This design comes from an exercise in tuning for small area, a short achievable clock period and few clock cycles per item on the open sky130 flow, not from production work. The RTL was checked by simulation tests, not by an equivalence proof against the original design.

==> flow/design.v, too long to show whole: its modules and the start of the top module <==
// module aes_sbox: 189 lines
// module aes_sbox_a: 140 lines
// module aes_sbox_b: 72 lines
// module inv_in_map: 13 lines
// module inv_core: 165 lines
// module inv_out_map: 13 lines
// module inv_key_map: 13 lines
// module inv_col_map: 37 lines
// module inv_core_a: 115 lines
// module inv_core_b: 72 lines
// module aes_inv_sbox: 201 lines
// module aes256_cbc_dec: 248 lines
module aes256_cbc_dec (
    input  wire         clk,
    input  wire         rst,           
    input  wire         key_valid,
    output wire         key_ready,
    input  wire [255:0] key,
    input  wire [127:0] iv,
    input  wire         in_valid,
    output wire         in_ready,
    input  wire [127:0] in_block,
    input  wire         in_last,
    output wire         out_valid,
    input  wire         out_ready,
    output wire [127:0] out_block,
    output wire         out_last,
    output wire         out_pad_ok,
    output wire [4:0]   out_pad_len
);
  // ...
==> flow/flow/run.sh <==
#!/bin/bash
set -euo pipefail
margin=$(tr -d ' \n' < flow/setup_margin.txt)
portbuf=$(tr -d ' \n' < flow/port_buffer.txt)
extra="SETUP_SLACK_MARGIN=${margin} 'BUFFER_PORTS_ARGS=-buffer_cell ${portbuf}'"
sed "s|CLKGATE_MAP_FILE= |CLKGATE_MAP_FILE= ${extra} |" standard.sh > standard_margin.sh
grep -q "SETUP_SLACK_MARGIN=${margin} " standard_margin.sh
# ORFS writes each step's full log under orfs/logs; make's own output goes here
bash standard_margin.sh > make_orfs.log 2>&1
==> flow/flow/port_buffer.txt <==
sky130_fd_sc_hd__buf_1
==> flow/flow/setup_margin.txt <==
8
==> flow/standard.sh <==
#!/bin/bash
# synth_recipe.tcl (not shown) runs the flow's synth.tcl, then flattens the netlist and writes it again
# the make line also repeats each setting of config.mk as NAME=value (left out here)
make -C /OpenROAD-flow-scripts/flow DESIGN_CONFIG=/design/flow/config.mk WORK_HOME=/design/flow/orfs CLKGATE_MAP_FILE= SYNTH_SCRIPT=/design/flow/synth_recipe.tcl "${@:-finish}"
==> flow/config.mk <==
export PLATFORM = sky130hd
export DESIGN_NAME = aes256_cbc_dec
export DESIGN_NICKNAME = aes256_cbc_dec
export VERILOG_FILES = /design/flow/design.v
export SDC_FILE = /design/flow/constraint.sdc
export NUM_CORES = 8
export LEC_CHECK = 0
export CAP_MARGIN = 20
export CORE_MARGIN = 2
export CORE_UTILIZATION = 55
export SLEW_MARGIN = 20
==> flow/constraint.sdc <==
create_clock -name core_clock -period 12.0 [get_ports {clk}]
set_input_delay 2.4000 -clock core_clock [delete_from_list [all_inputs] [get_ports {clk}]]
set_output_delay 2.4000 -clock core_clock [all_outputs]
set_load 0.01 [all_outputs]
==> run_summary.xml, run 1 <==
<?xml version="1.0" encoding="UTF-8"?>
<metrics>
  <group name="outcome">
    <metric name="run_status" unit="">timing/DRC/antenna clean</metric>
  </group>
  <group name="worst_hold_path">
    <metric name="beginning_of_the_worst_hold_path" unit="">s1pad$_DFF_P_</metric>
  </group>
  <group name="sta">
    <metric name="max_slew_margin" unit="">0.2331</metric>
    <metric name="worst_pin_slew" unit="ns">1.150</metric>
    <metric name="timing.final.ws_setup" unit="ns">7.848</metric>
    <metric name="final_max_slew_viol_count" unit="">0</metric>
    <metric name="finClkSkew" unit="ns">0.08230</metric>
  </group>
  <group name="finish">
    <metric name="flops_and_latches" unit="">1181</metric>
    <metric name="multi_input_area_share" unit="">0.5685</metric>
    <metric name="mostFrequentLayoutCells" unit="">2503 x sky130_fd_sc_hd__xnor2_1, 1435 x sky130_fd_sc_hd__nand2_1, 1099 x sky130_fd_sc_hd__edfxtp_1</metric>
    <metric name="multi_input_comb_area" unit="um^2">68310</metric>
    <metric name="fraction_of_area_in_registers" unit="">0.2886</metric>
    <metric name="filler_cell_count" unit="">14770</metric>
    <metric name="dominant-cell-class" unit="">multi-input gates</metric>
    <metric name="layout.comb_gates.multi_input" unit="">8638</metric>
  </group>
  <group name="worst_setup_path">
    <metric name="timing.critical_path.max_delay_family" unit="">buffers and inverters</metric>
    <metric name="critPathMaxFanout" unit="">2</metric>
    <metric name="critical_path_cell_count" unit="">4</metric>
    <metric name="cp_data_arrival_time" unit="ns">1.75</metric>
  </group>
  <group name="route">
    <metric name="wire_per_inst" unit="um">31.03</metric>
    <metric name="wl_met2" unit="um">179700</metric>
    <metric name="via_count" unit="">84550</metric>
    <metric name="dr.first_iter.drc_count" unit="">12300</metric>
  </group>
  <group name="floorplanning">
    <metric name="die-area" unit="um^2">188000</metric>
    <metric name="starting_utilization_of_the_core_area" unit="">0.5538</metric>
    <metric name="boundaryPins" unit="">656</metric>
  </group>
  <group name="global_routing">
    <metric name="grt_first_pass_wirelength" unit="um">585300</metric>
    <metric name="groute.layer.met2.usage" unit="">0.6350</metric>
  </group>
  <group name="yosys">
    <metric name="synth_fa_ha_area_frac" unit="">0.003082</metric>
    <metric name="muxShareOfSynthArea" unit="">0.06652</metric>
    <metric name="post_synth_design_cell_area" unit="um^2">101500</metric>
    <metric name="synth.top_cells.by_count" unit="">2716 x sky130_fd_sc_hd__xnor2_1, 1440 x sky130_fd_sc_hd__nand2_1, 1112 x sky130_fd_sc_hd__xor2_1, 1099 x sky130_fd_sc_hd__edfxtp_1, 612 x sky130_fd_sc_hd__nor2_1</metric>
  </group>
  <group name="cts">
    <metric name="clock_insertion_delay_worst_skew" unit="ns">0.87</metric>
    <metric name="clk_pin_slew" unit="ns">0.06</metric>
  </group>
  <group name="placed_design">
    <metric name="placed_area" unit="um^2">106400</metric>
    <metric name="dp_hpwl" unit="um">313300</metric>
  </group>
</metrics>
Testbench counts, summed over its fixed seeds: cycles 32,558, blocks 2,062.
==> module aes_sbox_a, before the edit <==
module aes_sbox_a (
    input  wire [7:0] a,
    output wire [11:0] y
);
    wire n1 = a[0] ^ a[4];
    wire n2 = a[1] ^ a[4];
    wire n3 = n2 ^ a[6];
    wire n4 = a[3] ^ a[4];
    wire n5 = n4 ^ a[6];
    wire n6 = a[1] ^ a[2];
    wire n7 = n6 ^ a[6];
    wire n8 = n7 ^ a[7];
    wire n9 = a[2] ^ a[3];
    wire n10 = n9 ^ a[5];
    wire n11 = n10 ^ a[7];
    wire n12 = n6 ^ a[3];
    wire n13 = n12 ^ a[4];
    wire n14 = n13 ^ a[5];
    wire n15 = n14 ^ a[6];
    wire n16 = a[5] ^ a[7];
    wire n17 = n8 ^ n4;
    wire n18 = n3 ^ a[7];
    wire n19 = a[2] ^ a[5];
    wire n20 = n5 ^ n19;
    wire n21 = a[2] ^ a[7];
    wire n22 = n5 ^ n21;
    wire n23 = a[1] & n1;
    wire n24 = n11 & n3;
    wire n25 = n23 ^ n24;
    wire n26 = n11 ^ a[1];
    wire n27 = a[1] ^ a[6];
    wire n28 = a[0] ^ n27;
    wire n29 = n26 & n28;
    wire n30 = n23 ^ n29;
    wire n31 = a[3] ^ a[6];
    wire n32 = a[0] ^ n31;
    wire n33 = n21 ^ a[4];
    wire n34 = n20 & n32;
    wire n35 = n33 & n9;
    wire n36 = n34 ^ n35;
    wire n37 = a[5] ^ a[6];
    wire n38 = a[4] ^ n37;
    wire n39 = n22 ^ a[0];
    wire n40 = n38 & n39;
    wire n41 = n34 ^ n40;
    wire n42 = n25 ^ n36;
    wire n43 = n30 ^ n41;
    wire n44 = n15 & n5;
    wire n45 = n16 & n8;
    wire n46 = n44 ^ n45;
    wire n47 = n13 ^ a[7];
    wire n48 = n17 & n47;
    wire n49 = n44 ^ n48;
    wire n50 = n45 ^ n48;
    wire n51 = n25 ^ n50;
    wire n52 = n30 ^ n46;
    wire n53 = n17 ^ n51;
    wire n54 = n52 ^ n16;
    wire n55 = n18 ^ n42;
    wire n56 = n22 ^ n43;
    wire n57 = a[1] ^ a[3];
    wire n58 = n1 ^ n57;
    wire n59 = a[6] ^ a[7];
    wire n60 = n9 ^ n59;
    wire n61 = a[0] ^ a[6];
    wire n62 = n21 ^ n61;
    wire n63 = n51 ^ n62;
    wire n64 = n10 ^ a[6];
    wire n65 = n52 ^ n64;
    wire n66 = n9 ^ a[6];
    wire n67 = n42 ^ n66;
    wire n68 = n2 ^ a[3];
    wire n69 = n43 ^ n68;
    wire n70 = n24 ^ n29;
    wire n71 = n40 ^ a[2];
    wire n72 = n35 ^ n71;
    wire n73 = n70 ^ n72;
    wire n74 = n3 ^ n73;
    wire n75 = n63 & n67;
    wire n76 = n65 & n69;
    wire n77 = n75 ^ n76;
    wire n78 = a[0] ^ a[3];
    wire n79 = n70 ^ n78;
    wire n80 = n49 ^ n79;
    wire n81 = n16 ^ n80;
    wire n82 = n74 & n81;
    wire n83 = n75 ^ n82;
    wire n84 = n67 ^ n77;
    wire n85 = n74 ^ n83;
    wire n86 = n77 ^ a[5];
    wire n87 = n49 ^ n86;
    wire n88 = n36 ^ n87;
    wire n89 = n30 ^ n88;
    wire n90 = n62 ^ n89;
    wire n91 = n40 ^ a[5];
    wire n92 = n35 ^ n91;
    wire n93 = n83 ^ n92;
    wire n94 = n46 ^ n93;
    wire n95 = n25 ^ n94;
    wire n96 = n68 ^ n95;
    wire n97 = n82 ^ a[0];
    wire n98 = n76 ^ n97;
    wire n99 = n70 ^ n98;
    wire n100 = n50 ^ n99;
    wire n101 = n41 ^ n100;
    wire n102 = n17 ^ n101;
    wire n103 = n78 ^ a[7];
    wire n104 = n50 ^ n103;
    wire n105 = n36 ^ n104;
    wire n106 = n41 ^ n46;
    wire n107 = n19 ^ n106;
    wire n108 = n3 ^ n107;
    wire n109 = n102 & n105;
    wire n110 = n108 & n96;
    wire n111 = n109 ^ n110;
    wire n112 = n35 ^ n40;
    wire n113 = a[0] ^ a[7];
    wire n114 = n112 ^ n113;
    wire n115 = n49 ^ n114;
    wire n116 = n15 ^ n115;
    wire n117 = n116 & n90;
    wire n118 = n109 ^ n117;
    wire n119 = n102 & n67;
    wire n120 = n69 & n96;
    wire n121 = n119 ^ n120;
    wire n122 = n74 & n90;
    wire n123 = n119 ^ n122;
    assign y[0] = n1;
    assign y[1] = n3;
    assign y[2] = n5;
    assign y[3] = n8;
    assign y[4] = a[1];
    assign y[5] = n11;
    assign y[6] = n15;
    assign y[7] = n16;
    assign y[8] = n111;
    assign y[9] = n118;
    assign y[10] = n121;
    assign y[11] = n123;
endmodule
==> module aes_sbox_b, before the edit <==
module aes_sbox_b (
    input  wire [11:0] a,
    output wire [7:0] y
);
    wire n1 = a[0] ^ a[4];
    wire n2 = a[1] ^ a[5];
    wire n3 = a[2] ^ a[6];
    wire n4 = a[3] ^ a[7];
    wire n5 = a[8] & n1;
    wire n6 = a[9] & n2;
    wire n7 = n5 ^ n6;
    wire n8 = n1 ^ n2;
    wire n9 = a[8] ^ a[9];
    wire n10 = n8 & n9;
    wire n11 = n5 ^ n10;
    wire n12 = n1 ^ n3;
    wire n13 = n2 ^ n4;
    wire n14 = a[8] ^ a[10];
    wire n15 = a[9] ^ a[11];
    wire n16 = n12 & n14;
    wire n17 = n13 & n15;
    wire n18 = n16 ^ n17;
    wire n19 = n3 ^ n4;
    wire n20 = n8 ^ n19;
    wire n21 = a[10] ^ a[11];
    wire n22 = n9 ^ n21;
    wire n23 = n20 & n22;
    wire n24 = n16 ^ n23;
    wire n25 = n7 ^ n18;
    wire n26 = n11 ^ n24;
    wire n27 = a[10] & n3;
    wire n28 = a[11] & n4;
    wire n29 = n27 ^ n28;
    wire n30 = n19 & n21;
    wire n31 = n27 ^ n30;
    wire n32 = n28 ^ n30;
    wire n33 = n7 ^ n32;
    wire n34 = n11 ^ n29;
    wire n35 = a[4] & a[8];
    wire n36 = a[5] & a[9];
    wire n37 = n35 ^ n36;
    wire n38 = a[4] ^ a[5];
    wire n39 = n38 & n9;
    wire n40 = n35 ^ n39;
    wire n41 = a[4] ^ a[6];
    wire n42 = a[5] ^ a[7];
    wire n43 = n14 & n41;
    wire n44 = n15 & n42;
    wire n45 = n43 ^ n44;
    wire n46 = a[6] ^ a[7];
    wire n47 = n38 ^ n46;
    wire n48 = n22 & n47;
    wire n49 = n43 ^ n48;
    wire n50 = n37 ^ n45;
    wire n51 = n40 ^ n49;
    wire n52 = a[10] & a[6];
    wire n53 = a[11] & a[7];
    wire n54 = n52 ^ n53;
    wire n55 = n21 & n46;
    wire n56 = n52 ^ n55;
    wire n57 = n53 ^ n55;
    wire n58 = n37 ^ n57;
    wire n59 = n40 ^ n54;
    assign y[0] = ~(n33 ^ n25 ^ n26 ^ n50);
    assign y[1] = ~(n33 ^ n34 ^ n51);
    assign y[2] = n33 ^ n34 ^ n25 ^ n58 ^ n50 ^ n51;
    assign y[3] = n33 ^ n25 ^ n26;
    assign y[4] = n33 ^ n58 ^ n59 ^ n51;
    assign y[5] = ~(n25 ^ n26 ^ n51);
    assign y[6] = ~(n58 ^ n50);
    assign y[7] = n25 ^ n51;
endmodule
==> module inv_core_a, before the edit <==
module inv_core_a (
    input  wire [7:0] a,
    output wire [11:0] y
);
    wire n1 = a[4] ^ a[5];
    wire n2 = n1 ^ a[6];
    wire n3 = n2 ^ a[7];
    wire n4 = a[5] ^ a[7];
    wire n5 = a[0] & a[4];
    wire n6 = a[1] & a[5];
    wire n7 = n5 ^ n6;
    wire n8 = a[0] ^ a[1];
    wire n9 = n1 & n8;
    wire n10 = n5 ^ n9;
    wire n11 = a[4] ^ a[6];
    wire n12 = a[0] ^ a[2];
    wire n13 = a[1] ^ a[3];
    wire n14 = n11 & n12;
    wire n15 = n13 & n4;
    wire n16 = n14 ^ n15;
    wire n17 = a[2] ^ a[3];
    wire n18 = n8 ^ n17;
    wire n19 = n18 & n3;
    wire n20 = n14 ^ n19;
    wire n21 = n7 ^ n16;
    wire n22 = n10 ^ n20;
    wire n23 = a[2] & a[6];
    wire n24 = a[3] & a[7];
    wire n25 = n23 ^ n24;
    wire n26 = a[6] ^ a[7];
    wire n27 = n17 & n26;
    wire n28 = n23 ^ n27;
    wire n29 = n24 ^ n27;
    wire n30 = n7 ^ n28;
    wire n31 = n10 ^ n29;
    wire n32 = n3 ^ n30;
    wire n33 = n31 ^ n4;
    wire n34 = n21 ^ a[5];
    wire n35 = n22 ^ a[4];
    wire n36 = n8 ^ a[3];
    wire n37 = a[1] ^ a[2];
    wire n38 = n32 ^ n36;
    wire n39 = n33 ^ n37;
    wire n40 = n34 ^ n17;
    wire n41 = n35 ^ a[3];
    wire n42 = n6 ^ n9;
    wire n43 = n19 ^ a[2];
    wire n44 = n15 ^ n43;
    wire n45 = n42 ^ n44;
    wire n46 = n1 ^ n45;
    wire n47 = n38 & n40;
    wire n48 = n39 & n41;
    wire n49 = n47 ^ n48;
    wire n50 = n42 ^ a[3];
    wire n51 = n25 ^ n50;
    wire n52 = n12 ^ n51;
    wire n53 = n11 ^ n52;
    wire n54 = n46 & n53;
    wire n55 = n47 ^ n54;
    wire n56 = n41 ^ n49;
    wire n57 = n40 ^ n55;
    wire n58 = n49 ^ a[6];
    wire n59 = n25 ^ n58;
    wire n60 = n20 ^ n59;
    wire n61 = n12 ^ n60;
    wire n62 = n7 ^ n61;
    wire n63 = a[1] ^ a[7];
    wire n64 = n55 ^ n63;
    wire n65 = n29 ^ n64;
    wire n66 = n16 ^ n65;
    wire n67 = n50 ^ n66;
    wire n68 = n15 ^ n19;
    wire n69 = n48 ^ n54;
    wire n70 = n68 ^ n69;
    wire n71 = n28 ^ n70;
    wire n72 = n26 ^ n71;
    wire n73 = n10 ^ n72;
    wire n74 = n18 ^ n73;
    wire n75 = a[2] ^ a[7];
    wire n76 = n28 ^ n75;
    wire n77 = n16 ^ n76;
    wire n78 = n11 ^ n77;
    wire n79 = n8 ^ n78;
    wire n80 = n29 ^ n75;
    wire n81 = n20 ^ n80;
    wire n82 = n13 ^ n81;
    wire n83 = n1 ^ n82;
    wire n84 = n74 & n79;
    wire n85 = n67 & n83;
    wire n86 = n84 ^ n85;
    wire n87 = a[0] ^ a[3];
    wire n88 = a[5] ^ a[6];
    wire n89 = n87 ^ n88;
    wire n90 = n68 ^ n89;
    wire n91 = n25 ^ n90;
    wire n92 = n62 & n91;
    wire n93 = n84 ^ n92;
    wire n94 = n40 & n74;
    wire n95 = n41 & n67;
    wire n96 = n94 ^ n95;
    wire n97 = n46 & n62;
    wire n98 = n94 ^ n97;
    assign y[0] = a[0];
    assign y[1] = a[1];
    assign y[2] = a[2];
    assign y[3] = a[3];
    assign y[4] = a[4];
    assign y[5] = a[5];
    assign y[6] = a[6];
    assign y[7] = a[7];
    assign y[8] = n86;
    assign y[9] = n93;
    assign y[10] = n96;
    assign y[11] = n98;
endmodule
==> module inv_core_b, before the edit <==
module inv_core_b (
    input  wire [11:0] a,
    output wire [7:0] y
);
    wire n1 = a[0] ^ a[4];
    wire n2 = a[1] ^ a[5];
    wire n3 = a[2] ^ a[6];
    wire n4 = a[3] ^ a[7];
    wire n5 = a[8] & n1;
    wire n6 = a[9] & n2;
    wire n7 = n5 ^ n6;
    wire n8 = n1 ^ n2;
    wire n9 = a[8] ^ a[9];
    wire n10 = n8 & n9;
    wire n11 = n5 ^ n10;
    wire n12 = n1 ^ n3;
    wire n13 = n2 ^ n4;
    wire n14 = a[8] ^ a[10];
    wire n15 = a[9] ^ a[11];
    wire n16 = n12 & n14;
    wire n17 = n13 & n15;
    wire n18 = n16 ^ n17;
    wire n19 = n3 ^ n4;
    wire n20 = n8 ^ n19;
    wire n21 = a[10] ^ a[11];
    wire n22 = n9 ^ n21;
    wire n23 = n20 & n22;
    wire n24 = n16 ^ n23;
    wire n25 = n7 ^ n18;
    wire n26 = n11 ^ n24;
    wire n27 = a[10] & n3;
    wire n28 = a[11] & n4;
    wire n29 = n27 ^ n28;
    wire n30 = n19 & n21;
    wire n31 = n27 ^ n30;
    wire n32 = n28 ^ n30;
    wire n33 = n7 ^ n31;
    wire n34 = n11 ^ n32;
    wire n35 = a[4] & a[8];
    wire n36 = a[5] & a[9];
    wire n37 = n35 ^ n36;
    wire n38 = a[4] ^ a[5];
    wire n39 = n38 & n9;
    wire n40 = n35 ^ n39;
    wire n41 = a[4] ^ a[6];
    wire n42 = a[5] ^ a[7];
    wire n43 = n14 & n41;
    wire n44 = n15 & n42;
    wire n45 = n43 ^ n44;
    wire n46 = a[6] ^ a[7];
    wire n47 = n38 ^ n46;
    wire n48 = n22 & n47;
    wire n49 = n43 ^ n48;
    wire n50 = n37 ^ n45;
    wire n51 = n40 ^ n49;
    wire n52 = a[10] & a[6];
    wire n53 = a[11] & a[7];
    wire n54 = n52 ^ n53;
    wire n55 = n21 & n46;
    wire n56 = n52 ^ n55;
    wire n57 = n53 ^ n55;
    wire n58 = n37 ^ n56;
    wire n59 = n40 ^ n57;
    assign y[0] = n33;
    assign y[1] = n34;
    assign y[2] = n25;
    assign y[3] = n26;
    assign y[4] = n58;
    assign y[5] = n59;
    assign y[6] = n50;
    assign y[7] = n51;
endmodule
==> run 2: changes to the inputs <==
--- a/flow/design.v
+++ b/flow/design.v
@@ -316,6 +316,10 @@
     wire n123 = n119 ^ n122;
-    assign y[0] = n1;
-    assign y[1] = n3;
-    assign y[2] = n5;
-    assign y[3] = n8;
+    wire n124 = n1 ^ a[1];
+    wire n125 = n15 ^ a[7];
+    wire n126 = n6 ^ a[5];
+    wire n127 = n7 ^ a[5];
+    assign y[0] = n124;
+    assign y[1] = n125;
+    assign y[2] = n126;
+    assign y[3] = n127;
     assign y[4] = a[1];
@@ -333,69 +337,65 @@
 );
-    wire n1 = a[0] ^ a[4];
-    wire n2 = a[1] ^ a[5];
-    wire n3 = a[2] ^ a[6];
-    wire n4 = a[3] ^ a[7];
-    wire n5 = a[8] & n1;
-    wire n6 = a[9] & n2;
-    wire n7 = n5 ^ n6;
-    wire n8 = n1 ^ n2;
-    wire n9 = a[8] ^ a[9];
-    wire n10 = n8 & n9;
-    wire n11 = n5 ^ n10;
-    wire n12 = n1 ^ n3;
-    wire n13 = n2 ^ n4;
-    wire n14 = a[8] ^ a[10];
-    wire n15 = a[9] ^ a[11];
-    wire n16 = n12 & n14;
-    wire n17 = n13 & n15;
-    wire n18 = n16 ^ n17;
-    wire n19 = n3 ^ n4;
-    wire n20 = n8 ^ n19;
-    wire n21 = a[10] ^ a[11];
-    wire n22 = n9 ^ n21;
-    wire n23 = n20 & n22;
-    wire n24 = n16 ^ n23;
-    wire n25 = n7 ^ n18;
-    wire n26 = n11 ^ n24;
-    wire n27 = a[10] & n3;
-    wire n28 = a[11] & n4;
-    wire n29 = n27 ^ n28;
-    wire n30 = n19 & n21;
-    wire n31 = n27 ^ n30;
-    wire n32 = n28 ^ n30;
-    wire n33 = n7 ^ n32;
-    wire n34 = n11 ^ n29;
-    wire n35 = a[4] & a[8];
-    wire n36 = a[5] & a[9];
-    wire n37 = n35 ^ n36;
-    wire n38 = a[4] ^ a[5];
-    wire n39 = n38 & n9;
-    wire n40 = n35 ^ n39;
-    wire n41 = a[4] ^ a[6];
-    wire n42 = a[5] ^ a[7];
-    wire n43 = n14 & n41;
-    wire n44 = n15 & n42;
-    wire n45 = n43 ^ n44;
-    wire n46 = a[6] ^ a[7];
-    wire n47 = n38 ^ n46;
-    wire n48 = n22 & n47;
-    wire n49 = n43 ^ n48;
-    wire n50 = n37 ^ n45;
-    wire n51 = n40 ^ n49;
-    wire n52 = a[10] & a[6];
-    wire n53 = a[11] & a[7];
-    wire n54 = n52 ^ n53;
-    wire n55 = n21 & n46;
-    wire n56 = n52 ^ n55;
-    wire n57 = n53 ^ n55;
-    wire n58 = n37 ^ n57;
-    wire n59 = n40 ^ n54;
-    assign y[0] = ~(n33 ^ n25 ^ n26 ^ n50);
-    assign y[1] = ~(n33 ^ n34 ^ n51);
-    assign y[2] = n33 ^ n34 ^ n25 ^ n58 ^ n50 ^ n51;
-    assign y[3] = n33 ^ n25 ^ n26;
-    assign y[4] = n33 ^ n58 ^ n59 ^ n51;
-    assign y[5] = ~(n25 ^ n26 ^ n51);
-    assign y[6] = ~(n58 ^ n50);
-    assign y[7] = n25 ^ n51;
+    wire n1 = a[0] & a[8];
+    wire n2 = a[1] & a[9];
+    wire n3 = n1 ^ n2;
+    wire n4 = a[0] ^ a[1];
+    wire n5 = a[8] ^ a[9];
+    wire n6 = n4 & n5;
+    wire n7 = n1 ^ n6;
+    wire n8 = a[0] ^ a[2];
+    wire n9 = a[1] ^ a[3];
+    wire n10 = a[8] ^ a[10];
+    wire n11 = a[9] ^ a[11];
+    wire n12 = n10 & n8;
+    wire n13 = n11 & n9;
+    wire n14 = n12 ^ n13;
+    wire n15 = a[2] ^ a[3];
+    wire n16 = n4 ^ n15;
+    wire n17 = a[10] ^ a[11];
+    wire n18 = n5 ^ n17;
+    wire n19 = n16 & n18;
+    wire n20 = n12 ^ n19;
+    wire n21 = n3 ^ n14;
+    wire n22 = n7 ^ n20;
+    wire n23 = a[10] & a[2];
+    wire n24 = a[11] & a[3];
+    wire n25 = n23 ^ n24;
+    wire n26 = n15 & n17;
+    wire n27 = n23 ^ n26;
+    wire n28 = n24 ^ n26;
+    wire n29 = n3 ^ n28;
+    wire n30 = n7 ^ n25;
+    wire n31 = a[4] & a[8];
+    wire n32 = a[5] & a[9];
+    wire n33 = n31 ^ n32;
+    wire n34 = a[4] ^ a[5];
+    wire n35 = n34 & n5;
+    wire n36 = n31 ^ n35;
+    wire n37 = a[4] ^ a[6];
+    wire n38 = a[5] ^ a[7];
+    wire n39 = n10 & n37;
+    wire n40 = n11 & n38;
+    wire n41 = n39 ^ n40;
+    wire n42 = a[6] ^ a[7];
+    wire n43 = n34 ^ n42;
+    wire n44 = n18 & n43;
+    wire n45 = n39 ^ n44;
+    wire n46 = n33 ^ n41;
+    wire n47 = n36 ^ n45;
+    wire n48 = a[10] & a[6];
+    wire n49 = a[11] & a[7];
+    wire n50 = n48 ^ n49;
+    wire n51 = n17 & n42;
+    wire n52 = n48 ^ n51;
+    wire n53 = n49 ^ n51;
+    wire n54 = n33 ^ n53;
+    wire n55 = n36 ^ n50;
+    assign y[0] = ~(n29 ^ n21 ^ n22 ^ n46);
+    assign y[1] = ~(n29 ^ n30 ^ n47);
+    assign y[2] = n29 ^ n30 ^ n21 ^ n54 ^ n46 ^ n47;
+    assign y[3] = n29 ^ n21 ^ n22;
+    assign y[4] = n29 ^ n54 ^ n55 ^ n47;
+    assign y[5] = ~(n21 ^ n22 ^ n47);
+    assign y[6] = ~(n54 ^ n46);
+    assign y[7] = n21 ^ n47;
 endmodule
@@ -744,6 +744,10 @@
     wire n98 = n94 ^ n97;
-    assign y[0] = a[0];
-    assign y[1] = a[1];
-    assign y[2] = a[2];
-    assign y[3] = a[3];
+    wire n99 = a[0] ^ a[4];
+    wire n100 = a[1] ^ a[5];
+    wire n101 = a[2] ^ a[6];
+    wire n102 = a[3] ^ a[7];
+    assign y[0] = n99;
+    assign y[1] = n100;
+    assign y[2] = n101;
+    assign y[3] = n102;
     assign y[4] = a[4];
@@ -761,69 +765,65 @@
 );
-    wire n1 = a[0] ^ a[4];
-    wire n2 = a[1] ^ a[5];
-    wire n3 = a[2] ^ a[6];
-    wire n4 = a[3] ^ a[7];
-    wire n5 = a[8] & n1;
-    wire n6 = a[9] & n2;
-    wire n7 = n5 ^ n6;
-    wire n8 = n1 ^ n2;
-    wire n9 = a[8] ^ a[9];
-    wire n10 = n8 & n9;
-    wire n11 = n5 ^ n10;
-    wire n12 = n1 ^ n3;
-    wire n13 = n2 ^ n4;
-    wire n14 = a[8] ^ a[10];
-    wire n15 = a[9] ^ a[11];
-    wire n16 = n12 & n14;
-    wire n17 = n13 & n15;
-    wire n18 = n16 ^ n17;
-    wire n19 = n3 ^ n4;
-    wire n20 = n8 ^ n19;
-    wire n21 = a[10] ^ a[11];
-    wire n22 = n9 ^ n21;
-    wire n23 = n20 & n22;
-    wire n24 = n16 ^ n23;
-    wire n25 = n7 ^ n18;
-    wire n26 = n11 ^ n24;
-    wire n27 = a[10] & n3;
-    wire n28 = a[11] & n4;
-    wire n29 = n27 ^ n28;
-    wire n30 = n19 & n21;
-    wire n31 = n27 ^ n30;
-    wire n32 = n28 ^ n30;
-    wire n33 = n7 ^ n31;
-    wire n34 = n11 ^ n32;
-    wire n35 = a[4] & a[8];
-    wire n36 = a[5] & a[9];
-    wire n37 = n35 ^ n36;
-    wire n38 = a[4] ^ a[5];
-    wire n39 = n38 & n9;
-    wire n40 = n35 ^ n39;
-    wire n41 = a[4] ^ a[6];
-    wire n42 = a[5] ^ a[7];
-    wire n43 = n14 & n41;
-    wire n44 = n15 & n42;
-    wire n45 = n43 ^ n44;
-    wire n46 = a[6] ^ a[7];
-    wire n47 = n38 ^ n46;
-    wire n48 = n22 & n47;
-    wire n49 = n43 ^ n48;
-    wire n50 = n37 ^ n45;
-    wire n51 = n40 ^ n49;
-    wire n52 = a[10] & a[6];
-    wire n53 = a[11] & a[7];
-    wire n54 = n52 ^ n53;
-    wire n55 = n21 & n46;
-    wire n56 = n52 ^ n55;
-    wire n57 = n53 ^ n55;
-    wire n58 = n37 ^ n56;
-    wire n59 = n40 ^ n57;
-    assign y[0] = n33;
-    assign y[1] = n34;
-    assign y[2] = n25;
-    assign y[3] = n26;
-    assign y[4] = n58;
-    assign y[5] = n59;
-    assign y[6] = n50;
-    assign y[7] = n51;
+    wire n1 = a[0] & a[8];
+    wire n2 = a[1] & a[9];
+    wire n3 = n1 ^ n2;
+    wire n4 = a[0] ^ a[1];
+    wire n5 = a[8] ^ a[9];
+    wire n6 = n4 & n5;
+    wire n7 = n1 ^ n6;
+    wire n8 = a[0] ^ a[2];
+    wire n9 = a[1] ^ a[3];
+    wire n10 = a[8] ^ a[10];
+    wire n11 = a[9] ^ a[11];
+    wire n12 = n10 & n8;
+    wire n13 = n11 & n9;
+    wire n14 = n12 ^ n13;
+    wire n15 = a[2] ^ a[3];
+    wire n16 = n4 ^ n15;
+    wire n17 = a[10] ^ a[11];
+    wire n18 = n5 ^ n17;
+    wire n19 = n16 & n18;
+    wire n20 = n12 ^ n19;
+    wire n21 = n3 ^ n14;
+    wire n22 = n7 ^ n20;
+    wire n23 = a[10] & a[2];
+    wire n24 = a[11] & a[3];
+    wire n25 = n23 ^ n24;
+    wire n26 = n15 & n17;
+    wire n27 = n23 ^ n26;
+    wire n28 = n24 ^ n26;
+    wire n29 = n3 ^ n27;
+    wire n30 = n7 ^ n28;
+    wire n31 = a[4] & a[8];
+    wire n32 = a[5] & a[9];
+    wire n33 = n31 ^ n32;
+    wire n34 = a[4] ^ a[5];
+    wire n35 = n34 & n5;
+    wire n36 = n31 ^ n35;
+    wire n37 = a[4] ^ a[6];
+    wire n38 = a[5] ^ a[7];
+    wire n39 = n10 & n37;
+    wire n40 = n11 & n38;
+    wire n41 = n39 ^ n40;
+    wire n42 = a[6] ^ a[7];
+    wire n43 = n34 ^ n42;
+    wire n44 = n18 & n43;
+    wire n45 = n39 ^ n44;
+    wire n46 = n33 ^ n41;
+    wire n47 = n36 ^ n45;
+    wire n48 = a[10] & a[6];
+    wire n49 = a[11] & a[7];
+    wire n50 = n48 ^ n49;
+    wire n51 = n17 & n42;
+    wire n52 = n48 ^ n51;
+    wire n53 = n49 ^ n51;
+    wire n54 = n33 ^ n52;
+    wire n55 = n36 ^ n53;
+    assign y[0] = n29;
+    assign y[1] = n30;
+    assign y[2] = n21;
+    assign y[3] = n22;
+    assign y[4] = n54;
+    assign y[5] = n55;
+    assign y[6] = n46;
+    assign y[7] = n47;
 endmodule
==> run_summary.xml, run 2 <==
<?xml version="1.0" encoding="UTF-8"?>
<metrics>
  <group name="yosys">
    <metric name="post_synth_design_cell_area" unit="um^2">100500</metric>
    <metric name="synthDistinctLibCells" unit="">106</metric>
    <metric name="synth_sequential_area_ratio" unit="">0.3448</metric>
    <metric name="post-synth-top-area-fraction" unit="">0.3285</metric>
    <metric name="syn_nets" unit="">10760</metric>
    <metric name="synth_cells" unit="">10150</metric>
    <metric name="ys_seq_elements" unit="">1181</metric>
    <metric name="synthTopCellsByArea" unit="">sky130_fd_sc_hd__edfxtp_1 33%, sky130_fd_sc_hd__xnor2_1 24%, sky130_fd_sc_hd__xor2_1 9.8%, sky130_fd_sc_hd__nand2_1 5.5%, sky130_fd_sc_hd__mux2i_1 3.5%</metric>
    <metric name="synth.avg_cell_area" unit="um^2">9.898</metric>
    <metric name="number_of_enable_flip_flop_cells_after_synthesis" unit="">1099</metric>
    <metric name="synth.top_cells.by_count" unit="">2805 x sky130_fd_sc_hd__xnor2_1, 1469 x sky130_fd_sc_hd__nand2_1, 1121 x sky130_fd_sc_hd__xor2_1, 1099 x sky130_fd_sc_hd__edfxtp_1, 565 x sky130_fd_sc_hd__nor2_1</metric>
    <metric name="postSynth.asyncResetShare" unit="">0</metric>
    <metric name="synthMostInstantiatedCell" unit="">sky130_fd_sc_hd__xnor2_1</metric>
    <metric name="synthFlopType" unit="">sky130_fd_sc_hd__edfxtp_1</metric>
    <metric name="synth_area_leader" unit="">sky130_fd_sc_hd__edfxtp_1</metric>
    <metric name="synthesis_warning_total" unit="">1</metric>
  </group>
  <group name="sta">
    <metric name="max_slew_margin" unit="">0.2514</metric>
    <metric name="min_period" unit="ns">4.129</metric>
    <metric name="finClkSkew" unit="ns">0.06847</metric>
    <metric name="timing.final.crit_share" unit="">0.3440</metric>
    <metric name="tns" unit="ns">0</metric>
    <metric name="final-setup-viol-count" unit="">0</metric>
    <metric name="rsz0062_at_grt" unit="">true</metric>
    <metric name="final-hold-violation-count" unit="">0</metric>
    <metric name="worst_pin_slew" unit="ns">1.123</metric>
    <metric name="final_max_slew_viol_count" unit="">0</metric>
    <metric name="fmax" unit="MHz">242.2</metric>
  </group>
  <group name="cts">
    <metric name="tritoncts_num_sinks" unit="">1181</metric>
    <metric name="post_cts_hold_buffer_count" unit="">0</metric>
    <metric name="clock_tree.buffer_depth" unit="">3</metric>
    <metric name="clk_pin_slew" unit="ns">0.06</metric>
    <metric name="clock_insertion_delay_worst_skew" unit="ns">0.87</metric>
    <metric name="clockRootBuffer" unit="">sky130_fd_sc_hd__clkbuf_16</metric>
    <metric name="tritoncts" unit="">done</metric>
    <metric name="cts_buffers" unit="">137</metric>
    <metric name="h-tree-depth" unit="">4</metric>
  </group>
  <group name="job">
    <metric name="maxCapViolCount" unit="">0</metric>
  </group>
  <group name="placed_design">
    <metric name="placed_cells" unit="">12780</metric>
    <metric name="dp_hpwl" unit="um">312000</metric>
    <metric name="gpl.final_weighted_congestion" unit="">1.067</metric>
    <metric name="placement.io_buffers" unit="">655</metric>
  </group>
  <group name="worst_hold_path">
    <metric name="timing.hold.worst.class" unit="">register to register</metric>
    <metric name="min_delay_path_depth" unit="">2</metric>
  </group>
  <group name="worst_setup_path">
    <metric name="timing.setup.critical_path_class" unit="">register to output pin</metric>
    <metric name="critical_path_required" unit="ns">9.60</metric>
    <metric name="critPathMaxFanout" unit="">2</metric>
    <metric name="critPathCaptureType" unit="">output pin</metric>
    <metric name="crit_path_start_kind" unit="">register</metric>
    <metric name="cp_data_arrival_time" unit="ns">1.73</metric>
    <metric name="worst-r2r-cell-count" unit="">11</metric>
  </group>
  <group name="floorplanning">
    <metric name="chipWidth" unit="um">431.4</metric>
    <metric name="floorplan.rows" unit="">156</metric>
    <metric name="starting_utilization_of_the_core_area" unit="">0.5546</metric>
    <metric name="die-area" unit="um^2">186100</metric>
    <metric name="core_area" unit="um^2">181100</metric>
    <metric name="die_y" unit="um">431.4</metric>
    <metric name="boundaryPins" unit="">656</metric>
  </group>
  <group name="finish">
    <metric name="nNetsFinal" unit="">11590</metric>
    <metric name="layout_top_registers" unit="">kf x256, kw x256, r2 x192</metric>
    <metric name="mostFrequentLayoutCells" unit="">2653 x sky130_fd_sc_hd__xnor2_1, 1463 x sky130_fd_sc_hd__nand2_1, 1099 x sky130_fd_sc_hd__edfxtp_1</metric>
    <metric name="final_cells" unit="">13480</metric>
    <metric name="syn2layout_area_growth" unit="%">16.80</metric>
    <metric name="leading_cell_type_in_the_layout_fill_and_taps_excluded" unit="">sky130_fd_sc_hd__xnor2_1</metric>
    <metric name="drive_gt1_frac" unit="">0.1500</metric>
  </group>
  <group name="route">
    <metric name="drt_pre_antenna_iters" unit="">6</metric>
    <metric name="via_count" unit="">81100</metric>
    <metric name="viasPerCell" unit="">6.017</metric>
    <metric name="dr.first_iter.drc_count" unit="">11360</metric>
    <metric name="post-route-drc-count" unit="">0</metric>
    <metric name="wire_per_inst" unit="um">31.12</metric>
    <metric name="routed_wl" unit="um">419400</metric>
    <metric name="drtAntennaViolNets" unit="">0</metric>
  </group>
  <group name="outcome">
    <metric name="run_status" unit="">timing/DRC/antenna clean</metric>
  </group>
  <group name="global_routing">
    <metric name="antenna_found_initial" unit="">39</metric>
    <metric name="globalRouteOverflowTotal" unit="">0</metric>
    <metric name="grt_first_pass_wirelength" unit="um">571100</metric>
    <metric name="first_global_vias" unit="">76200</metric>
    <metric name="global_route.usage.total" unit="">0.4356</metric>
    <metric name="largest_net_degree_at_the_start_of_global_routing" unit="">170</metric>
  </group>
</metrics>
[run 2: cells by family after synthesis]
kind of cell / share of synthesized area
compound gates: 0.06230
xor+xnor: 0.3771
fa+ha+maj: 0.01157
buf+inv: 0.02689
flops: 0.3448
mux: 0.07693
simple gates: 0.1004
[run 2: what timing repair did]
| item | in CTS | in global routing |
|---|---|---|
| cloned | 12 | 7 |
| resized for setup | 392 | 270 |
| setup endpoints to repair | 771 | 573 |
| pin swaps | 20 | 42 |
| buffers inserted | 271 | 143 |
[run 2: layout make-up]
type | instances | area (um^2)
sequential | 1181 | 34670
multi-input combinational | 8364 | 66690
antenna | 18 | 45.04
fill | 14730 | 63800
clock inverter | 74 | 812.0
inverter | 68 | 294.0
clock buffer | 175 | 3638
tap | 2370 | 2965
timing repair buffer | 1228 | 8220
[run 2: through the flow]
step / worst slack, ns / area (um^2) / hold slack [ns] / utilization
after detailed placement: 5.537 / 104800 / 0.4772 / 0.5787
after floorplan: 5.850 / 100600 / 0.4358 / -
after global routing: 7.847 / 117300 / 0.5163 / 0.6476
after CTS: 7.826 / 114200 / 0.4927 / 0.6306
after global placement: 5.622 / 104800 / 0.4457 / 0.5786
final: 7.871 / 117300 / 0.5053 / 0.6478
[run 2: worst paths after layout]
kind                      from               end  slack, ns
max            s1[7]$_DFFE_PN_      out_block[7]       7.87
min              s1pad$_DFF_P_     s1pad$_DFF_P_       0.51
max reg2reg  kw[174]$_DFFE_PP_  s1[59]$_DFFE_PN_       7.92
min reg2reg      s1pad$_DFF_P_     s1pad$_DFF_P_       0.51
[run 2: layer usage]
metal / global-route usage / routed length [um]
met3: 0.1001 / 48320
met1: 0.5742 / 158400
met4: 0.2921 / 34070
met5: 0 / 182
met2: 0.6383 / 178500
[run 2: critical path, stage by stage (launching register included)]
cell,delay (ns)
sky130_fd_sc_hd__edfxtp_1,0.55
sky130_fd_sc_hd__buf_12,0.23
sky130_fd_sc_hd__buf_6,0.12
Testbench counts of run 2, summed over its fixed seeds: cycles 32,558, blocks 2,062.
==> module aes256_cbc_dec, before the edit <==
module aes256_cbc_dec (
    input  wire         clk,
    input  wire         rst,           
    input  wire         key_valid,
    output wire         key_ready,
    input  wire [255:0] key,
    input  wire [127:0] iv,
    input  wire         in_valid,
    output wire         in_ready,
    input  wire [127:0] in_block,
    input  wire         in_last,
    output wire         out_valid,
    input  wire         out_ready,
    output wire [127:0] out_block,
    output wire         out_last,
    output wire         out_pad_ok,
    output wire [4:0]   out_pad_len
);
    reg        open;       
    reg        kgot;       
    reg        kexp;       
    reg        kvalid;     
    reg [4:0]  kcnt;       
    reg        act;        
    reg [4:0]  cnt;
    reg        d0, d1, d27, d28, d29;   
    reg        dks;        
    reg [3:0]  rnd;        
    reg        has_y;      
    reg        x_last;     
    reg        y_last;     
    reg        pend;       
    reg        pend_last;
    reg        nfirst;     
    reg        s1pt;       
    reg        s1last;     
    reg        s1pad;      
    reg        pad_ok_r;
    reg [4:0]  pad_len_r;
    reg        rdy_x;      
    reg        rdy_yl;     
    reg        rdy_y;      
    reg        in_rdy_r, key_rdy_r, outv;
    reg [127:0] s1;        
    reg [191:0] r2;        
    reg [127:0] ca;        
    reg [127:0] cb;        
    reg [255:0] kf;        
    reg [255:0] kw;        
    wire [31:0] f7   = kf[31:0];
    wire [31:0] frot = kcnt[1] ? f7 : {f7[23:0], f7[31:24]};
    wire [31:0] fsub = ssub;
    wire [7:0]  frcon = kcnt[1] ? 8'h00 : (8'h01 << kcnt[4:2]);
    wire [31:0] ft  = fsub ^ {frcon, 24'h0};
    wire [31:0] fp1 = kf[255:224] ^ kf[223:192];
    wire [31:0] fp2 = fp1 ^ kf[191:160];
    wire [31:0] fp3 = fp2 ^ kf[159:128];
    wire [255:0] kf_next = {kf[127:0], kf[255:224] ^ ft, fp1 ^ ft, fp2 ^ ft, fp3 ^ ft};
    wire [31:0] b3   = kw[159:128];
    wire [31:0] brot = rnd[0] ? {b3[23:0], b3[31:24]} : b3;
    wire [31:0] bsub = ssub;
    wire        sel_f = kexp && !kcnt[0];
    wire [31:0] srot  = sel_f ? frot : brot;
    wire [47:0] sha;
    reg  [47:0] sha_r;
    wire [31:0] ssub;
    genvar gk;
    generate
        for (gk = 0; gk < 4; gk = gk + 1) begin : g_ks
            aes_sbox_a u_a (.a(srot[8*gk +: 8]),   .y(sha[12*gk +: 12]));
            aes_sbox_b u_b (.a(sha_r[12*gk +: 12]), .y(ssub[8*gk +: 8]));
        end
    endgenerate
    wire [7:0]  brcon = rnd[0] ? (8'h01 << rnd[3:1]) : 8'h00;
    wire [31:0] bp0 = kw[127:96] ^ bsub ^ {brcon, 24'h0};
    wire [31:0] bp1 = kw[127:96] ^ kw[95:64];
    wire [31:0] bp2 = kw[95:64]  ^ kw[63:32];
    wire [31:0] bp3 = kw[63:32]  ^ kw[31:0];
    wire [255:0] kw_next = {bp0, bp1, bp2, bp3, kw[255:128]};
    wire [127:0] sr, inv;
    wire [191:0] inv_a;
    genvar gr, gc, gb;
    generate
        for (gc = 0; gc < 4; gc = gc + 1) begin : g_sr_c
            for (gr = 0; gr < 4; gr = gr + 1) begin : g_sr_r
                assign sr[127 - 8*(gr + 4*gc) -: 8] =
                       s1[127 - 8*(gr + 4*((gc - gr + 4) % 4)) -: 8];
            end
        end
        for (gb = 0; gb < 16; gb = gb + 1) begin : g_inv
            inv_core_a u_inv (.a(sr[8*gb +: 8]), .y(inv_a[12*gb +: 12]));
        end
    endgenerate
    wire [127:0] blk   = pend ? cb : in_block;
    wire [127:0] rkt, ark_t, pt, s1_in, mc;
    generate
        for (gb = 0; gb < 16; gb = gb + 1) begin : g_byte
            inv_core_b  u_invb (.a(r2[12*gb +: 12]), .y(inv[8*gb +: 8]));
            inv_key_map u_key (.a(kw[128 + 8*gb +: 8]), .y(rkt[8*gb +: 8]));
            inv_out_map u_out (.a(ark_t[8*gb +: 8]),   .y(pt[8*gb +: 8]));
            inv_in_map  u_in  (.a(blk[8*gb +: 8] ^ kf[8*gb +: 8]), .y(s1_in[8*gb +: 8]));
        end
        for (gc = 0; gc < 4; gc = gc + 1) begin : g_mc
            inv_col_map u_col (.a({ark_t[103 - 32*gc -: 8], ark_t[111 - 32*gc -: 8],
                                   ark_t[119 - 32*gc -: 8], ark_t[127 - 32*gc -: 8]}),
                               .y({mc[103 - 32*gc -: 8], mc[111 - 32*gc -: 8],
                                   mc[119 - 32*gc -: 8], mc[127 - 32*gc -: 8]}));
        end
    endgenerate
    assign ark_t = inv ^ rkt;
    wire [127:0] pt_c = pt ^ ca;
    assign key_ready = key_rdy_r;
    assign in_ready  = in_rdy_r;
    assign out_valid = outv;
    wire take    = outv && out_ready;
    wire s1_free = !s1pt || take;
    wire slot    = !act || d29;                         
    wire key_acc = key_valid && key_rdy_r;
    wire kload   = key_valid && !open && !kgot && !pend && (!act || cnt[0] || d28);
    wire x_acc   = in_valid && rdy_x;
    wire ld_x    = slot && s1_free && (pend || x_acc);
    wire ld_y    = d0 && !x_last && in_valid;
    wire fin_x   = d27;
    wire fin_y   = d28 && has_y;
    wire wr_y    = fin_y && s1_free;
    wire hold_y  = fin_y && !s1_free;
    reg        open_n, kgot_n, kexp_n, kvalid_n, act_n, has_y_n, x_last_n, y_last_n;
    reg        pend_n, pend_last_n, nfirst_n, s1pt_n, s1last_n, s1pad_n;
    reg [4:0]  kcnt_n, cnt_n;
    reg [3:0]  rnd_n;
    reg        d0_n, d1_n, d27_n, d28_n, d29_n, rdy_x_n, rdy_yl_n, rdy_y_n;
    always @(*) begin
        open_n = open;   kgot_n = kgot;   kexp_n = kexp;   kvalid_n = kvalid;
        kcnt_n = kcnt;   act_n = act;     cnt_n = cnt;     rnd_n = rnd;
        has_y_n = has_y; x_last_n = x_last; y_last_n = y_last;
        pend_n = pend;   pend_last_n = pend_last; nfirst_n = nfirst;
        s1pt_n = s1pt;   s1last_n = s1last; s1pad_n = s1pad;
        if (rst) begin
            open_n = 1'b0; kgot_n = 1'b0; kexp_n = 1'b0; kvalid_n = 1'b0;
            act_n = 1'b0;  pend_n = 1'b0; s1pt_n = 1'b0;
        end else begin
            if (kload) begin
                kgot_n = 1'b1; kexp_n = 1'b1; kvalid_n = 1'b0; kcnt_n = 5'd0;
            end else if (kexp) begin
                kcnt_n = kcnt + 5'd1;
                if (kcnt == 5'd25) begin
                    kexp_n = 1'b0; kvalid_n = 1'b1;
                end
            end
            if (key_acc) begin
                kgot_n = 1'b0; open_n = 1'b1; nfirst_n = 1'b1;
            end
            if (x_acc) begin
                open_n = !in_last;
                nfirst_n = 1'b0;
                if (!s1_free) begin
                    pend_n = 1'b1; pend_last_n = in_last;
                end
            end
            if (in_valid && rdy_yl)
                open_n = 1'b0;
            if (ld_x) begin
                act_n = 1'b1; cnt_n = 5'd0; rnd_n = 4'd13; pend_n = 1'b0;
                x_last_n = pend ? pend_last : in_last;
                has_y_n = 1'b0;
            end else if (act) begin
                if (!hold_y)
                    cnt_n = cnt + 5'd1;
                if (d29)
                    act_n = 1'b0;
                if (ld_y) begin
                    has_y_n = 1'b1; y_last_n = in_last;
                end
                if (dks)
                    rnd_n = rnd - 4'd1;
            end
            if (fin_x || wr_y) begin
                s1pt_n = 1'b1;
                s1last_n = fin_x ? x_last : y_last;
                s1pad_n = 1'b0;
            end else begin
                if (take)
                    s1pt_n = 1'b0;
                if (s1pt && s1last && !s1pad)
                    s1pad_n = 1'b1;
            end
        end
        d0_n  = act_n && (cnt_n == 5'd0);
        d1_n  = act_n && (cnt_n == 5'd1);
        d27_n = act_n && (cnt_n == 5'd27);
        d28_n = act_n && (cnt_n == 5'd28);
        d29_n = act_n && (cnt_n == 5'd29);
        rdy_x_n  = (!act_n || d29_n) && open_n && kvalid_n && !pend_n &&
                   !(nfirst_n && (act_n || s1pt_n));
        rdy_yl_n = d1_n  && has_y_n && y_last_n;
        rdy_y_n  = d27_n && has_y_n && !y_last_n;
    end
    always @(posedge clk) begin
        open <= open_n;   kgot <= kgot_n;   kexp <= kexp_n;   kvalid <= kvalid_n;
        kcnt <= kcnt_n;   act <= act_n;     cnt <= cnt_n;     rnd <= rnd_n;
        has_y <= has_y_n; x_last <= x_last_n; y_last <= y_last_n;
        pend <= pend_n;   pend_last <= pend_last_n; nfirst <= nfirst_n;
        s1pt <= s1pt_n;   s1last <= s1last_n; s1pad <= s1pad_n;
        d0 <= d0_n; d1 <= d1_n; d27 <= d27_n; d28 <= d28_n; d29 <= d29_n;
        dks <= act_n && !cnt_n[0] && (cnt_n >= 5'd2) && (cnt_n <= 5'd26);
        rdy_x <= rdy_x_n; rdy_yl <= rdy_yl_n; rdy_y <= rdy_y_n;
        in_rdy_r  <= rdy_x_n || rdy_yl_n || rdy_y_n;
        key_rdy_r <= kgot_n && !pend_n &&
                     (!act_n || d29_n || ((d27_n || d28_n) && !has_y_n));
        outv      <= s1pt_n && (!s1last_n || s1pad_n);
    end
    wire [7:0] pad = s1[7:0];
    reg        pad_ok;
    integer    k;
    always @(*) begin
        pad_ok = (pad != 8'd0) && (pad <= 8'd16);
        for (k = 2; k <= 16; k = k + 1)
            if (k <= pad && s1[8*(k-1) +: 8] != pad)
                pad_ok = 1'b0;
    end
    always @(posedge clk) begin
        if (kload)
            kf <= key;
        else if (kexp && kcnt[0])
            kf <= kf_next;
        sha_r <= sha;
        if (slot)
            kw <= kf;
        else if (dks)
            kw <= kw_next;
        if (s1_free)
            s1 <= (slot || d0) ? s1_in : ((d27 || d28) ? pt_c : mc);
        if (!hold_y)
            r2 <= inv_a;
        if (key_rdy_r)
            ca <= iv;
        else if (d27 || (d28 && s1_free))
            ca <= cb;
        if (rdy_x || rdy_y)
            cb <= in_block;
        pad_ok_r  <= pad_ok;
        pad_len_r <= pad_ok ? pad[4:0] : 5'd0;
    end
    assign out_block   = s1;
    assign out_last    = s1last;
    assign out_pad_ok  = pad_ok_r;
    assign out_pad_len = pad_len_r;
endmodule
==> run 3: changes to the inputs <==
--- a/flow/design.v
+++ b/flow/design.v
@@ -1057,2 +1057,3 @@
     reg        dks;        
+    reg        dmc;        
     reg [3:0]  rnd;        
@@ -1235,2 +1236,3 @@
         dks <= act_n && !cnt_n[0] && (cnt_n >= 5'd2) && (cnt_n <= 5'd26);
+        dmc <= act_n && (cnt_n >= 5'd1) && (cnt_n <= 5'd26);
         rdy_x <= rdy_x_n; rdy_yl <= rdy_yl_n; rdy_y <= rdy_y_n;
@@ -1261,3 +1263,3 @@
         if (s1_free)
-            s1 <= (slot || d0) ? s1_in : ((d27 || d28) ? pt_c : mc);
+            s1 <= dmc ? mc : ((slot || d0) ? s1_in : pt_c);
         if (!hold_y)
--- a/flow/config.mk
+++ b/flow/config.mk
@@ -10,2 +10,4 @@
 export CORE_UTILIZATION = 55
+export CTS_CLUSTER_DIAMETER = 100
+export CTS_CLUSTER_SIZE = 20
 export SLEW_MARGIN = 20
==> run_summary.xml, run 3 <==
<?xml version="1.0" encoding="UTF-8"?>
<metrics>
  <group name="yosys">
    <metric name="postSynth.asyncResetShare" unit="">0</metric>
    <metric name="synthMostInstantiatedCell" unit="">sky130_fd_sc_hd__xnor2_1</metric>
    <metric name="synthTopCellsByArea" unit="">sky130_fd_sc_hd__edfxtp_1 33%, sky130_fd_sc_hd__xnor2_1 26%, sky130_fd_sc_hd__xor2_1 11%, sky130_fd_sc_hd__nand2_1 5.3%, sky130_fd_sc_hd__mux2i_1 3.5%</metric>
    <metric name="synthFlopType" unit="">sky130_fd_sc_hd__edfxtp_1</metric>
    <metric name="synth_cells" unit="">10280</metric>
    <metric name="post_synth_design_cell_area" unit="um^2">98940</metric>
    <metric name="number_of_enable_flip_flop_cells_after_synthesis" unit="">1099</metric>
    <metric name="synth_area_leader" unit="">sky130_fd_sc_hd__edfxtp_1</metric>
    <metric name="synth.top_cells.by_count" unit="">2967 x sky130_fd_sc_hd__xnor2_1, 1390 x sky130_fd_sc_hd__nand2_1, 1188 x sky130_fd_sc_hd__xor2_1, 1099 x sky130_fd_sc_hd__edfxtp_1, 671 x sky130_fd_sc_hd__nor2_1</metric>
    <metric name="synthesis_warning_total" unit="">1</metric>
    <metric name="synth.avg_cell_area" unit="um^2">9.627</metric>
    <metric name="post-synth-top-area-fraction" unit="">0.3335</metric>
    <metric name="ys_seq_elements" unit="">1182</metric>
    <metric name="synth_sequential_area_ratio" unit="">0.3503</metric>
    <metric name="syn_nets" unit="">10880</metric>
    <metric name="synthDistinctLibCells" unit="">89</metric>
  </group>
  <group name="route">
    <metric name="drtAntennaViolNets" unit="">0</metric>
    <metric name="via_count" unit="">80880</metric>
    <metric name="post-route-drc-count" unit="">0</metric>
    <metric name="viasPerCell" unit="">6.034</metric>
    <metric name="routed_wl" unit="um">407400</metric>
    <metric name="wire_per_inst" unit="um">30.39</metric>
    <metric name="drt_pre_antenna_iters" unit="">6</metric>
    <metric name="dr.first_iter.drc_count" unit="">10900</metric>
  </group>
  <group name="worst_setup_path">
    <metric name="library_cell_appearing_most_often_on_the_critical_path" unit="">sky130_fd_sc_hd__xnor2_1</metric>
    <metric name="reg2reg_from" unit="">kw[225]$_DFFE_PP_</metric>
    <metric name="slowest_stage" unit="">sky130_fd_sc_hd__xnor2_1</metric>
    <metric name="cp-startpoint" unit="">kw[225]$_DFFE_PP_</metric>
    <metric name="cp_data_arrival_time" unit="ns">4.57</metric>
    <metric name="crit_path_cell_trace" unit="">buf_4 -&gt; xor2_1 -&gt; xnor2_1 -&gt; xnor2_1 -&gt; xnor2_1 -&gt; xnor2_1 -&gt; buf_4 -&gt; xnor2_1 -&gt; xor2_1 -&gt; a21oi_1 -&gt; o21ai_0</metric>
    <metric name="timing.setup.critical_path_class" unit="">register to register</metric>
    <metric name="critical-path-max-stage-delay" unit="ns">0.77</metric>
    <metric name="crit_buf_inv" unit="">2</metric>
    <metric name="critical_path_required" unit="ns">12.46</metric>
    <metric name="critPathMaxFanout" unit="">7</metric>
    <metric name="crit_path_start_kind" unit="">register</metric>
    <metric name="critPathCaptureType" unit="">register</metric>
    <metric name="timing.critical_path.max_delay_family" unit="">XOR/XNOR gates</metric>
  </group>
  <group name="finish">
    <metric name="leading_cell_type_in_the_layout_fill_and_taps_excluded" unit="">sky130_fd_sc_hd__xnor2_1</metric>
    <metric name="syn2layout_area_growth" unit="%">12.93</metric>
    <metric name="drive_gt1_frac" unit="">0.1123</metric>
    <metric name="mostFrequentLayoutCells" unit="">2830 x sky130_fd_sc_hd__xnor2_1, 1386 x sky130_fd_sc_hd__nand2_1, 1129 x sky130_fd_sc_hd__xor2_1</metric>
    <metric name="layout_top_registers" unit="">kf x256, kw x256, r2 x192</metric>
    <metric name="filler_cell_count" unit="">15210</metric>
    <metric name="nNetsFinal" unit="">11580</metric>
  </group>
  <group name="placed_design">
    <metric name="gpl.final_weighted_congestion" unit="">1.068</metric>
    <metric name="placement.io_buffers" unit="">655</metric>
    <metric name="dp_hpwl" unit="um">307600</metric>
  </group>
  <group name="sta">
    <metric name="tns" unit="ns">0</metric>
    <metric name="timing.final.crit_share" unit="">0.3418</metric>
    <metric name="max_slew_margin" unit="">0.1683</metric>
    <metric name="final_max_slew_viol_count" unit="">0</metric>
    <metric name="final-setup-viol-count" unit="">0</metric>
    <metric name="final-hold-violation-count" unit="">0</metric>
    <metric name="rsz0062_at_grt" unit="">true</metric>
    <metric name="worst_pin_slew" unit="ns">1.236</metric>
    <metric name="min_period" unit="ns">4.102</metric>
    <metric name="hold_slack" unit="ns">0.4630</metric>
    <metric name="finClkSkew" unit="ns">0.04836</metric>
    <metric name="fmax" unit="MHz">243.8</metric>
  </group>
  <group name="cts">
    <metric name="clk_pin_slew" unit="ns">0.09</metric>
    <metric name="cts_buffers" unit="">75</metric>
    <metric name="h-tree-depth" unit="">3</metric>
    <metric name="clockRootBuffer" unit="">sky130_fd_sc_hd__clkbuf_16</metric>
    <metric name="clock_tree.buffer_depth" unit="">3</metric>
    <metric name="clock_insertion_delay_worst_skew" unit="ns">0.77</metric>
    <metric name="tritoncts" unit="">done</metric>
    <metric name="tritoncts_num_sinks" unit="">1182</metric>
  </group>
  <group name="worst_hold_path">
    <metric name="beginning_of_the_worst_hold_path" unit="">nfirst$_DFF_P_</metric>
    <metric name="timing.hold.worst.class" unit="">register to register</metric>
  </group>
  <group name="floorplanning">
    <metric name="starting_utilization_of_the_core_area" unit="">0.5539</metric>
    <metric name="chipWidth" unit="um">428.1</metric>
    <metric name="die-area" unit="um^2">183300</metric>
    <metric name="boundaryPins" unit="">656</metric>
    <metric name="floorplan.rows" unit="">155</metric>
    <metric name="core_area" unit="um^2">178600</metric>
    <metric name="die_y" unit="um">428.1</metric>
  </group>
  <group name="outcome">
    <metric name="run_status" unit="">timing/DRC/antenna clean</metric>
  </group>
  <group name="global_routing">
    <metric name="first_global_vias" unit="">75690</metric>
    <metric name="globalRouteOverflowTotal" unit="">0</metric>
    <metric name="largest_net_degree_at_the_start_of_global_routing" unit="">191</metric>
    <metric name="global_route.usage.total" unit="">0.4256</metric>
    <metric name="grt_first_pass_wirelength" unit="um">558700</metric>
    <metric name="antenna_found_initial" unit="">36</metric>
  </group>
  <group name="job">
    <metric name="maxCapViolCount" unit="">0</metric>
  </group>
</metrics>
[run 3: cell count changes in the layout (fill, tap and decap cells not counted), sizes merged, moves of 51 or more]
cell    change
a21oi     +110
nor2      +103
xnor2     +102
a211oi     +85
nand2      -79
buf        -78
o211ai     -75
clkbuf     -70
xor2       +60
xnor3      -55
o21ai      -54
mux2i      -51
[run 3: layout make-up]
type	instances	area [um^2]	area share
Antenna cell	29	72.57	0.0006495
Multi-Input combinational cell	8495	64270	0.5752
Clock buffer	100	1992	0.01783
Inverter	70	277.8	0.002486
Timing Repair Buffer	1153	7162	0.06410
Tap cell	2355	2947	0.02637
Clock inverter	20	305.3	0.002732
Sequential cell	1182	34710	0.3106
[run 3: worst paths after layout]
path / endpoint / slack (ns) / cells after the start
setup / recovery: s1[102]$_DFFE_PN_ / 7.90 / 11
setup reg to reg: s1[102]$_DFFE_PN_ / 7.90 / 11
hold reg to reg: nfirst$_DFF_P_ / 0.46 / 1
hold / removal: nfirst$_DFF_P_ / 0.46 / 1
[run 3: kinds of logic after synthesis]
group	synth area share
xor gates and xnor gates	0.3765
adders and majority gates	0.01133
muxes	0.06481
and+or+nand+nor	0.1037
AOI/OAI and AO/OA	0.06822
DFF	0.3503
buffers and inverters	0.02514
[run 3: metal layers]
| layer | vias up | global-route usage | share of wire |
|---|---|---|---|
| met5 | - | 0 | 0.00018 |
| met4 | 10 | 0.2717 | 0.079 |
| met3 | 971 | 0.08979 | 0.12 |
| met2 | 4910 | 0.6270 | 0.42 |
| met1 | 39490 | 0.5684 | 0.38 |
| li1 | 35500 | - | - |
[run 3: per-stage QoR]
step / setup WS (ns) / util / instances / instance area (um^2)
after floorplan: 5.856 / - / 10280 / 99100
after global placement: 6.583 / 0.5817 / 12950 / 103900
after detailed placement: 6.551 / 0.5817 / 12950 / 103900
after CTS: 7.804 / 0.6108 / 13250 / 109100
after global routing: 7.895 / 0.6253 / 13390 / 111700
final: 7.898 / 0.6256 / 13400 / 111700
[run 3: timing repair]
action / in CTS / in global routing
setup buffers: 171 / 118
gates resized for setup: 222 / 202
hold buffers: 0 / 0
gates cloned: 10 / 9
setup endpoints to repair: 500 / 343
pin swaps: 11 / 21
Testbench counts of run 3, summed over its fixed seeds: cycles 32,558, blocks 2,062.

what the ideal ports hide:
No port has a modelled driver above. Below, the same layouts with a new extraction and two added sets of constraints. Step 1, drivers: a clkbuf_16 drives clk and a buf_2 each remaining input, both assumed. Step 2, shift: input delay + t, output delay - t, t = (earliest + latest rising clock arrival at the registers) / 2. This alone moves slack from input paths to output paths. Three values: ideal, step 1, step 2; two values: the first two.
run | t (ns) | slack for setup (ns) | worst hold slack (ns)
run 1 | 0.925 | 7.848 / 7.750 / 7.185 | 0.488 / 0.488 / 0.488
run 2 | 0.930 | 7.871 / 7.776 / 7.042 | 0.505 / 0.505 / 0.505
run 3 | 0.850 | 7.898 / 7.898 / 7.172 | 0.463 / 0.463 / 0.463
After both steps every run listed still meets setup and hold. For run 2, which loses most, drivers alone change the setup slack by -0.095 ns; drivers and shift together by -0.829 ns.
